What follows belongs to an exercise in optimizing a design on an open flow for small area; a production flow would make more cautious choices.
Only simulation tests tie the RTL to the original design; equivalence was not proved.
Power and IR drop assume default switching activity.

$ cat flow/flow/run.sh
#!/bin/bash
# The standard layout with these changes:
#  - synthesis maps logic with an area-oriented ABC script (flow/abc_area.script)
#    and leaves adders to ABC; the rest of synthesis, including how registers
#    are inferred and named, is the standard one
#  - plain buf_1 cells as the port buffers
#  - a clock tree of clkbuf_4 cells without dummy loads
set -euo pipefail
cp -r "$FLOW_HOME/scripts" my_scripts
cp flow/abc_area.script my_scripts/abc_area.script
bash standard.sh "SCRIPTS_DIR=$PWD/my_scripts" ABC_AREA=1 ADDER_MAP_FILE= synth > synth_make.log 2>&1
bash standard.sh \
  "BUFFER_PORTS_ARGS=-buffer_cell sky130_fd_sc_hd__buf_1" \
  "CTS_ARGS=-sink_clustering_enable -repair_clock_nets -buf_list sky130_fd_sc_hd__clkbuf_4 -root_buf sky130_fd_sc_hd__clkbuf_4 -dont_use_dummy_load" \
  finish > layout_make.log 2>&1
$ cat flow/flow/abc_area.script
strash
balance
rewrite
refactor
balance
rewrite
rewrite -z
balance
refactor -z
rewrite -z
balance
&get -n
&deepsyn -T 20
&put
dch -f
amap
topo
$ cat flow/standard.sh
#!/bin/bash
# synth_recipe.tcl (not shown) runs the flow's synth.tcl, then flattens the netlist and writes it again
# the make line also repeats each setting of config.mk as NAME=value (left out here)
make -C /OpenROAD-flow-scripts/flow DESIGN_CONFIG=/design/flow/config.mk WORK_HOME=/design/flow/orfs CLKGATE_MAP_FILE= SYNTH_SCRIPT=/design/flow/synth_recipe.tcl "${@:-finish}"
$ cat flow/config.mk
export PLATFORM = sky130hd
export DESIGN_NAME = z70_core
export DESIGN_NICKNAME = z70_core
export VERILOG_FILES = /design/flow/design.v
export SDC_FILE = /design/flow/constraint.sdc
export NUM_CORES = 4
export LEC_CHECK = 0
export CAP_MARGIN = 20
export CORE_MARGIN = 2
export CORE_UTILIZATION = 70
export SLEW_MARGIN = 20
$ cat flow/constraint.sdc
create_clock -name core_clock -period 8.5 [get_ports {clk}]
set_input_delay 1.7000 -clock core_clock [delete_from_list [all_inputs] [get_ports {clk}]]
set_output_delay 1.7000 -clock core_clock [all_outputs]
set_load 0.01 [all_outputs]
$ cat flow/design.v
module z70_core (
    input  wire       clk,
    input  wire       rst,
    input  wire [8:0] pend,
    output wire [7:0] mem_addr,
    output wire       mem_we,
    output wire [7:0] mem_wdata,
    input  wire [7:0] mem_rdata,
    output wire       halted,
    output wire       faulted,
    output wire [1:0] fault_cause,
    output wire [7:0] fault_pc,
    output wire [8:0] fault_info,
    output wire [7:0] reg_a,
    output wire [7:0] reg_b,
    output wire [7:0] reg_i,
    output wire [8:0] pc,
    output wire [4:0] flags
);
    reg [1:0] oct;
    reg [2:0] cnt;
    reg       init;    
    reg       flt;     
    reg [7:0] ra, rb, ri, md, ir, pcl;
    reg       pc8, c;
    reg       f_of, f_cf, f_zf, f_pf, f_sf;
    wire first = (cnt == 3'd0);
    wire last  = (cnt == 3'd7);
    wire o0 = (oct == 2'd0);
    wire o1 = (oct == 2'd1);
    wire o2 = (oct == 2'd2);
    wire o3 = (oct == 2'd3);
    wire [3:0] op = ir[7:4];
    wire [3:0] m  = ir[3:0];
    wire m0 = ir[0], m1 = ir[1], m2 = ir[2], m3 = ir[3];
    wire p0 = ir[4], p1 = ir[5], p2 = ir[6], p3 = ir[7];
    wire legal = (p3 & ~p2 & ~m3 & ~m2) | (p1 & p0 & ~m3 & ~m2) | (p3 & p2 & p1 & p0 & ~m3 & ~m1) | (p3 & p2 & p1 & p0 & m3 & m2 & m1 & m0) | (~p3 & p1 & ~p0) | (~p3 & ~p1 & p0) | (~p3 & p2 & ~p0) | (~p3 & ~p2 & p1);
    wire is_uop = (p3 & ~p2) | (~p3 & p1);
    wire extra = (m2 & ~m1 & ~m0) | (m3 & ~m2 & ~m1) | (~p3 & ~p2 & ~m3 & ~m2 & m1 & m0) | (~p3 & m3 & m2 & m1 & m0) | (p3 & p2 & ~m3) | (p2 & ~p1 & ~m3 & ~m2 & m1 & m0) | (p2 & ~p0 & ~m3 & ~m2 & m1 & m0);
    wire selI = (p3 & ~p2) | (~p3 & p2 & p1 & p0) | (~p3 & m1 & ~m0) | (~m3 & m2 & m1) | (~p3 & m2 & ~m1 & m0);
    wire selR = (m3 & m1 & m0) | (m3 & ~m2 & m0) | (~p3 & ~m3 & ~m1);
    wire dA = (~m3 & ~m1 & ~m0) | (~p3 & ~p2 & ~m3 & ~m2) | (~p3 & ~p0 & ~m3 & ~m2) | (~p3 & ~p1 & ~m3 & ~m2);
    wire sA = (m2 & ~m1 & m0) | (m3 & ~m2 & m1 & ~m0) | (m3 & m2 & m0);
    wire dB = (p3 & ~m1 & m0) | (~m3 & m2 & m0) | (~m3 & m2 & m1) | (m3 & ~m2 & ~m1) | (p2 & p1 & p0 & ~m1 & m0);
    wire sB = (~m3 & ~m2 & ~m1 & ~m0) | (m3 & ~m2 & m1 & m0) | (m3 & m2 & m1 & ~m0);
    wire dI = (m3 & ~m2 & m1) | (p3 & m1 & ~m0) | (m3 & m2 & ~m1 & ~m0) | (p2 & p1 & p0 & m1 & ~m0);
    wire sI = (~m3 & ~m2 & ~m1 & m0) | (~m3 & m2 & m1 & ~m0);
    wire dM = (m3 & m2 & m0) | (p3 & m1 & m0) | (m3 & m2 & m1) | (p2 & p1 & p0 & m1 & m0);
    wire sM = (~m3 & ~m2 & m1) | (m2 & ~m1 & ~m0) | (m3 & ~m2 & ~m1) | (~m3 & m1 & m0);
    wire wen = (~p1) | (~p0) | (p3 & ~p2) | (~p3 & p2);
    wire fwen = (~p3 & p0) | (~p2 & p1) | (~p1 & ~p0);
    wire is_jmp = (p3 & p2 & ~m3);
    wire o_add = (~p3 & ~p2 & ~p1);
    wire o_sub = (~p3 & ~p2 & p1);
    wire o_lgc = (p2 & ~p1);
    wire o_and = (~p3 & ~p1 & ~p0);
    wire o_or = (p2 & ~p1 & p0);
    wire o_mov = (p2 & p1 & ~p0);
    wire o_inc = (p2 & p1 & p0);
    wire o_dec = (p3 & ~p1 & ~p0);
    wire o_not = (p3 & ~p1 & p0);
    wire o_shr = (p3 & p1 & ~p0);
    wire o_shl = (p3 & p1 & p0);
    wire is_nop = (ir == 8'hFF);
    wire ind    = selI;
    wire direct = selR;
    wire memdst = dM;
    wire d    = (dA & ra[0]) | (dB & rb[0]) | (dI & ri[0]) | (dM & md[0]);
    wire dtap = (dA & ra[1]) | (dB & rb[1]) | (dI & ri[1]) | (dM & md[1]);
    wire s    = (sA & ra[0]) | (sB & rb[0]) | (sI & ri[0]) | (sM & md[0]);
    wire cnx0 = o1 ? (o_inc | o_dec) : o3 ? 1'b1 : (flt | extra);
    wire ci   = c;
    wire sx   = (o_inc | o_dec) ? 1'b0 : s;
    wire sum  = d ^ sx ^ ci;
    wire dc   = d ^ (o_sub | o_dec);
    wire cout = (dc & sx) | (dc & ci) | (sx & ci);
    wire r  = o_and ? (d & s) : o_or ? (d | s) : o_mov ? s : o_not ? ~d :
              o_shr ? (dtap & ~last) : o_shl ? ci : sum;
    wire cn = o_shr ? r : o_shl ? d : cout;
    reg taken;
    always @(*) begin
        case (m[2:0])
            3'd0: taken = 1'b1;
            3'd1: taken = f_zf;
            3'd2: taken = f_sf;
            3'd3: taken = f_cf;
            3'd4: taken = f_of;
            default: taken = f_pf;
        endcase
    end
    wire [8:0] pcx = {pc8, pcl};
    wire [9:0] geq;
    assign geq[0] = 1'b1;
    genvar gi;
    generate
        for (gi = 0; gi < 9; gi = gi + 1) begin : g_ge
            assign geq[gi+1] = (pcx[gi] & ~pend[gi]) | ((pcx[gi] | ~pend[gi]) & geq[gi]);
        end
    endgenerate
    wire pc_ge = geq[9];
    wire at0  = o0 && first;
    wire stop = at0 && (pc_ge || flt);
    wire load_pc = o3 && (init || (is_jmp && taken && !flt));
    wire undo    = o3 && flt;
    wire pc_in   = load_pc ? (md[0] & ~init) : (pcl[0] ^ ci);
    wire pc_cn   = ci & (pcl[0] ^ undo);
    wire pcsh    = (o0 && !stop) || o3;
    assign reg_a   = ra;
    assign reg_b   = rb;
    assign reg_i   = ri;
    assign pc      = {pc8, pcl};
    assign flags   = {f_of, f_cf, f_zf, f_pf, f_sf};
    assign halted  = at0 && pc_ge;
    assign faulted = at0 && flt;
    assign fault_cause = legal ? 2'd1 : is_uop ? 2'd3 : 2'd2;
    assign fault_pc    = pcl;
    assign fault_info  = {legal & pend[8], md};
    wire alt = (cnt == 3'd1);
    assign mem_addr  = (alt && ind) ? ri : (alt && direct) ? mem_rdata : pcl;
    assign mem_we    = o3 && alt && dM && wen && !flt && !init;
    assign mem_wdata = md;
    wire pass = o2 && !flt;
    wire sh   = pass || (o3 && init);
    wire wa   = pass && wen && dA;
    wire wb   = pass && wen && dB;
    wire wi   = pass && wen && dI;
    wire wm   = pass && wen && dM;
    always @(posedge clk) begin
        if (sh) begin
            ra <= {~init & (wa ? r : ra[0]), ra[7:1]};
            rb <= {~init & (wb ? r : rb[0]), rb[7:1]};
            ri <= {~init & (wi ? r : ri[0]), ri[7:1]};
        end
        if (pcsh)
            pcl <= {pc_in, pcl[7:1]};
        if ((o0 && alt) || (o1 && cnt == 3'd2 && !flt))
            md <= mem_rdata;
        else if (pass || (o3 && legal && (is_jmp || flt)))
            md <= {o3 ? pcl[0] : wm ? r : md[0], md[7:1]};
        if (o0 && alt)
            ir <= mem_rdata;
        c <= last ? cnx0 : o2 ? cn : pc_cn;
        if ((o0 || o3) && last)
            pc8 <= load_pc ? 1'b0 : pc8 ^ pc_cn;
    end
    always @(posedge clk) begin
        if (rst) begin
            f_of <= 1'b0;
            f_cf <= 1'b0;
            f_zf <= 1'b0;
            f_pf <= 1'b0;
            f_sf <= 1'b0;
        end else if (pass && fwen) begin
            f_zf <= (first | f_zf) & ~r;
            f_pf <= (first | f_pf) ^ r;
            f_sf <= r;
            f_of <= ~o_lgc & (ci ^ cn);
            if (o_add || o_sub || o_shl)
                f_cf <= cn;
            else if (o_lgc)
                f_cf <= 1'b0;
            else if (o_shr && first)
                f_cf <= d;
        end
    end
    always @(posedge clk) begin
        if (rst) begin
            oct  <= 2'd3;
            cnt  <= 3'd0;
            init <= 1'b1;
            flt  <= 1'b0;
        end else if (!stop) begin
            {oct, cnt} <= {oct, cnt} + 5'd1;
            if (o3 && last)
                init <= 1'b0;
            if (o1 && first)
                flt <= !legal || (extra && pc_ge);
        end
    end
endmodule
==> results by group <==
Outcome
  • Status: no timing/DRC/antenna violations

Layout
  • Diodes inserted: 0
  • Post-route cell area: ~0.0036 mm2
  • Most frequent cells in the layout: buf_1, nor2_1, clkinv_1, edfxtp_1, nor3_1
  • Area of the multi-input gates: 0.00123 mm2
  • Utilization after layout: 81.9%
  • Commonest non-fill, non-tap cell in the layout: buf_1
  • Filler cell count: about 280
  • P&R area growth vs syn: 10.2%
  • FF+latch area: between 0.0015 and 0.002 mm2
  • Nets: between 400 and 500
  • Ratio of cells with drive above 1 in the final layout: 2.43%

Global routing
  • Initial antenna violation count: 0
  • Grt ovf: 0
  • Largest net degree at the start of global routing: 25
  • First-pass GRT wire length: roughly 15 mm
  • Total GRT Usage: between 30% and 40%
  • Vias in the first global route: just over 3000

Pwr
  • P_leak: about 1.2 nW
  • Clock Power Share: approximately a quarter
  • Overall power: 0.579 mW
  • PD cells: about 160 mW/mm2
  • Switching share of power: 27.6%
  • Seq pwr share: a little over three fifths
  • VDD IR max: between 0.0001 and 0.00015 V
  • Sw Pwr: 0.160 mW
  • Logic pwr share: a little over an eighth
  • Internal Power: about 0.42 mW

Timing
  • Final worst-path cycle share: 61.6%
  • Max Freq: approximately 0.19 GHz
  • Final setup viols: 0
  • Worst relative slew slack: 36.7%
  • Final Skew: approximately 0.019 ns
  • Worst-margin pin slew: about 0.94 ns
  • Crit path time final: ~5.2 ns
  • Final Hold Viols: 0
  • Setup_tns: 0 ns
  • Slew Limit Fails: 0
  • RSZ-0062 raised after global routing: false

Worst setup path
  • Sum of buffers and inverters on the critical path: 2
  • Reg2reg end: f_pf$_SDFFE_PP0P_
  • Worst R2R Setup Slack: roughly 4.8 ns
  • Worst EP required: 6.80 ns
  • Crit path kind: reg -> out
  • CP dominant cell by count: o21ai_0
  • Slowest stage cell, crit path: o21ai_0
  • Worst r2r src: ir[6]$_DFFE_PP_
  • Worst setup SP type: flip-flop
  • Cells on worst reg2reg path: 13
  • WP data arrival: about 3.5 ns
  • CP top delay family: compound AO/OA/AOI/OAI gates
  • Delay of the slowest cell on the worst path: between 0.5 and 0.6 ns
  • CP endpoint kind: output pin
  • CP max FO: 9
  • Cell Chain, Critical Path: clkinv_1 > o21ai_0 > a21oi_1 > o22ai_1 > nand4_1 > o21ai_0 > nor2_1 > nor3_1 > buf_1

Floorplanning
  • Die Y: 72.7 um
  • Core area: ~0.0044 mm2
  • Initial Util: 74.3%
  • Die width: slightly above 70 um
  • Row count: 24
  • IO Pins: 95
  • Die ar.: around 0.0053 mm2

Logic synthesis
  • Post-synth EDFFs: 49
  • Mean area per synthesized cell: 8.90 um2
  • FFs w/ async S/R, synth: 0%
  • Cell count after synthesis: 371
  • Synth Cell Area: around 0.0033 mm2
  • Yosys warns: 1
  • Net Count, Synth: 390
  • Sequential-to-total area share from yosys stat: 52.4%
  • Ys flop type: edfxtp_1
  • FF+latch count, synth: a little over 60
  • Distinct cells, synth: 32

Drt
  • WL final: around 9.5 mm
  • Avg Vias per Cell: 6.56
  • Post-route ant nets: 0
  • DRC Markers: 0
  • DR iter-0 viols: 400
  • Vias: between 3000 and 4000
  • Routed WL per cell: between 15 and 20 um
  • Drt first pass iters: 5

Clock network
  • CTS resizes: 0
  • CTS root buf: clkbuf_4
  • CTS sink count: 62
  • Postcts setup bufs: 0
  • CTS tree: built
  • Hold Buf Count CTS: 0
  • # H-tree levels: 3
  • CTS buffer count: 9
  • Clock slew at reported path FFs: about 0.09 ns
  • Skew-Pair Late Insertion Delay: slightly above 0.4 ns
  • Max Root-Sink Buffers: 2

Min path
  • Hold path depth: 0
  • Critical hold path startpoint: ra[2]$_DFFE_PP_
  • Hold path endpoint: ra[1]$_DFFE_PP_
  • Hold WC Path Type: reg -> reg

Placement
  • Area after DPL: between 0.003 and 0.004 mm2
  • Routability cong.: approximately 0.95
  • Hpwl dp: slightly above 7 mm
  • Port Buffers: between 90 and 100

Job
  • Number of max-cap violations: 0
## worst max-delay path by stage
stage | startpoint | to | slack, ns | cells after the start
floorplan | pend[1] | halted | 3.96 | 10
global placement | pend[1] | halted | 3.71 | 12
detailed placement | pend[1] | halted | 3.55 | 12
CTS | ir[5]$_DFFE_PP_ | mem_addr[2] | 3.38 | 9
global route | ir[5]$_DFFE_PP_ | mem_addr[2] | 3.10 | 9
finish | ir[6]$_DFFE_PP_ | mem_addr[2] | 3.27 | 9
## power by group through the flow
stage          Clock, mW  Combinational (mW)  Sequential (mW)
6_report           0.141              0.0766            0.362
5_1_grt            0.150              0.0823            0.364
4_1_cts            0.139              0.0751            0.361
3_5_place_dp           0              0.0745            0.368
3_3_place_gp           0              0.0704            0.366
2_1_floorplan          0              0.0394            0.372
## flip-flops by register name (all words and copies together) (netlist names)
signal	cells
f_zf	1
pc8	1
init	1
pcl	8
cnt	3
ra	8
md	8
ri	8
f_sf	1
c	1
f_of	1
f_pf	1
ir	8
oct	2
rb	8
f_cf	1
flt	1
## kinds of logic after synthesis
family                 share of synthesized area, %
buffers and inverters                          10.9
AND/OR/NAND/NOR                                19.2
flip-flops                                     52.4
AO/OA/AOI/OAI                                  17.5
## worst register-to-register path, delay by kind of cell, from the launching register on
kind / cells / cell delay, ns
AOI/OAI and AO/OA: 8 / 2.16
buffers and inverters: 4 / 0.84
DFF: 1 / 0.43
and+or+nand+nor: 1 / 0.25
## routing by layer
| layer | global-route usage [%] | routed length [um] |
|---|---|---|
| met5 | 0 | 0 |
| met1 | 45.1 | 3330 |
| met2 | 62.4 | 4690 |
| met3 | 9.94 | 1100 |
| met4 | 17.9 | 373 |
## Yosys cell counts (7+ instances only)
master,number,area [um2]
dfxtp_1,13,260
o22ai_1,7,43.8
nand2_1,19,71.3
nor2_1,83,312
edfxtp_1,49,1470
buf_4,22,165
o22a_1,8,70.1
nor3_1,29,145
clkinv_1,52,195
o21ai_0,20,100
a211oi_1,8,60.1
a21oi_1,18,90.1
## metrics by stage
step | cells | worst slack [ns] | hold WS [ns]
after global placement | 495 | 3.71 | 0.426
after floorplan | 371 | 3.96 | 0.437
after global routing | 504 | 3.10 | 0.470
after CTS | 504 | 3.38 | 0.455
after detailed placement | 495 | 3.55 | 0.432
final | 504 | 3.27 | 0.455
## layout make-up
type / instances / area share, %
multi-input cells: 235 / 33.7
inverters: 52 / 5.36
flip-flops and latches: 62 / 47.6
repair buffers: 94 / 9.69
well taps: 52 / 1.79
clock buffers: 9 / 1.86

==> static timing again, ports no longer ideal <==
The flow's constraints put no driver on any port. The routed layout listed below was extracted and timed again, unchanged, in two steps. Step 1: set_driving_cell puts a clkbuf_16 on clk and a buf_2 on each other input, an assumption about the parent block. Step 2 moves the port delays by t, midway between the first and last clock arrival at a register: inputs arrive t later, outputs are due t later. That takes back most of the time a late clock gives input paths. Three values: no drivers, after step 1, after step 2; two values: the first two.
t (ns): 0.422
setup WS [ns]: 3.268 / 3.242 / 3.458
clock arrival spread, ns: 0.020 / 0.019
worst register clock-pin slew, ns: 0.10 / 0.10
worst data-port slew with drivers (ns): 0.05
After both steps setup and hold are still met in this run. The setup slack of this run moves by -0.026 ns with the drivers and by +0.190 ns with both steps.
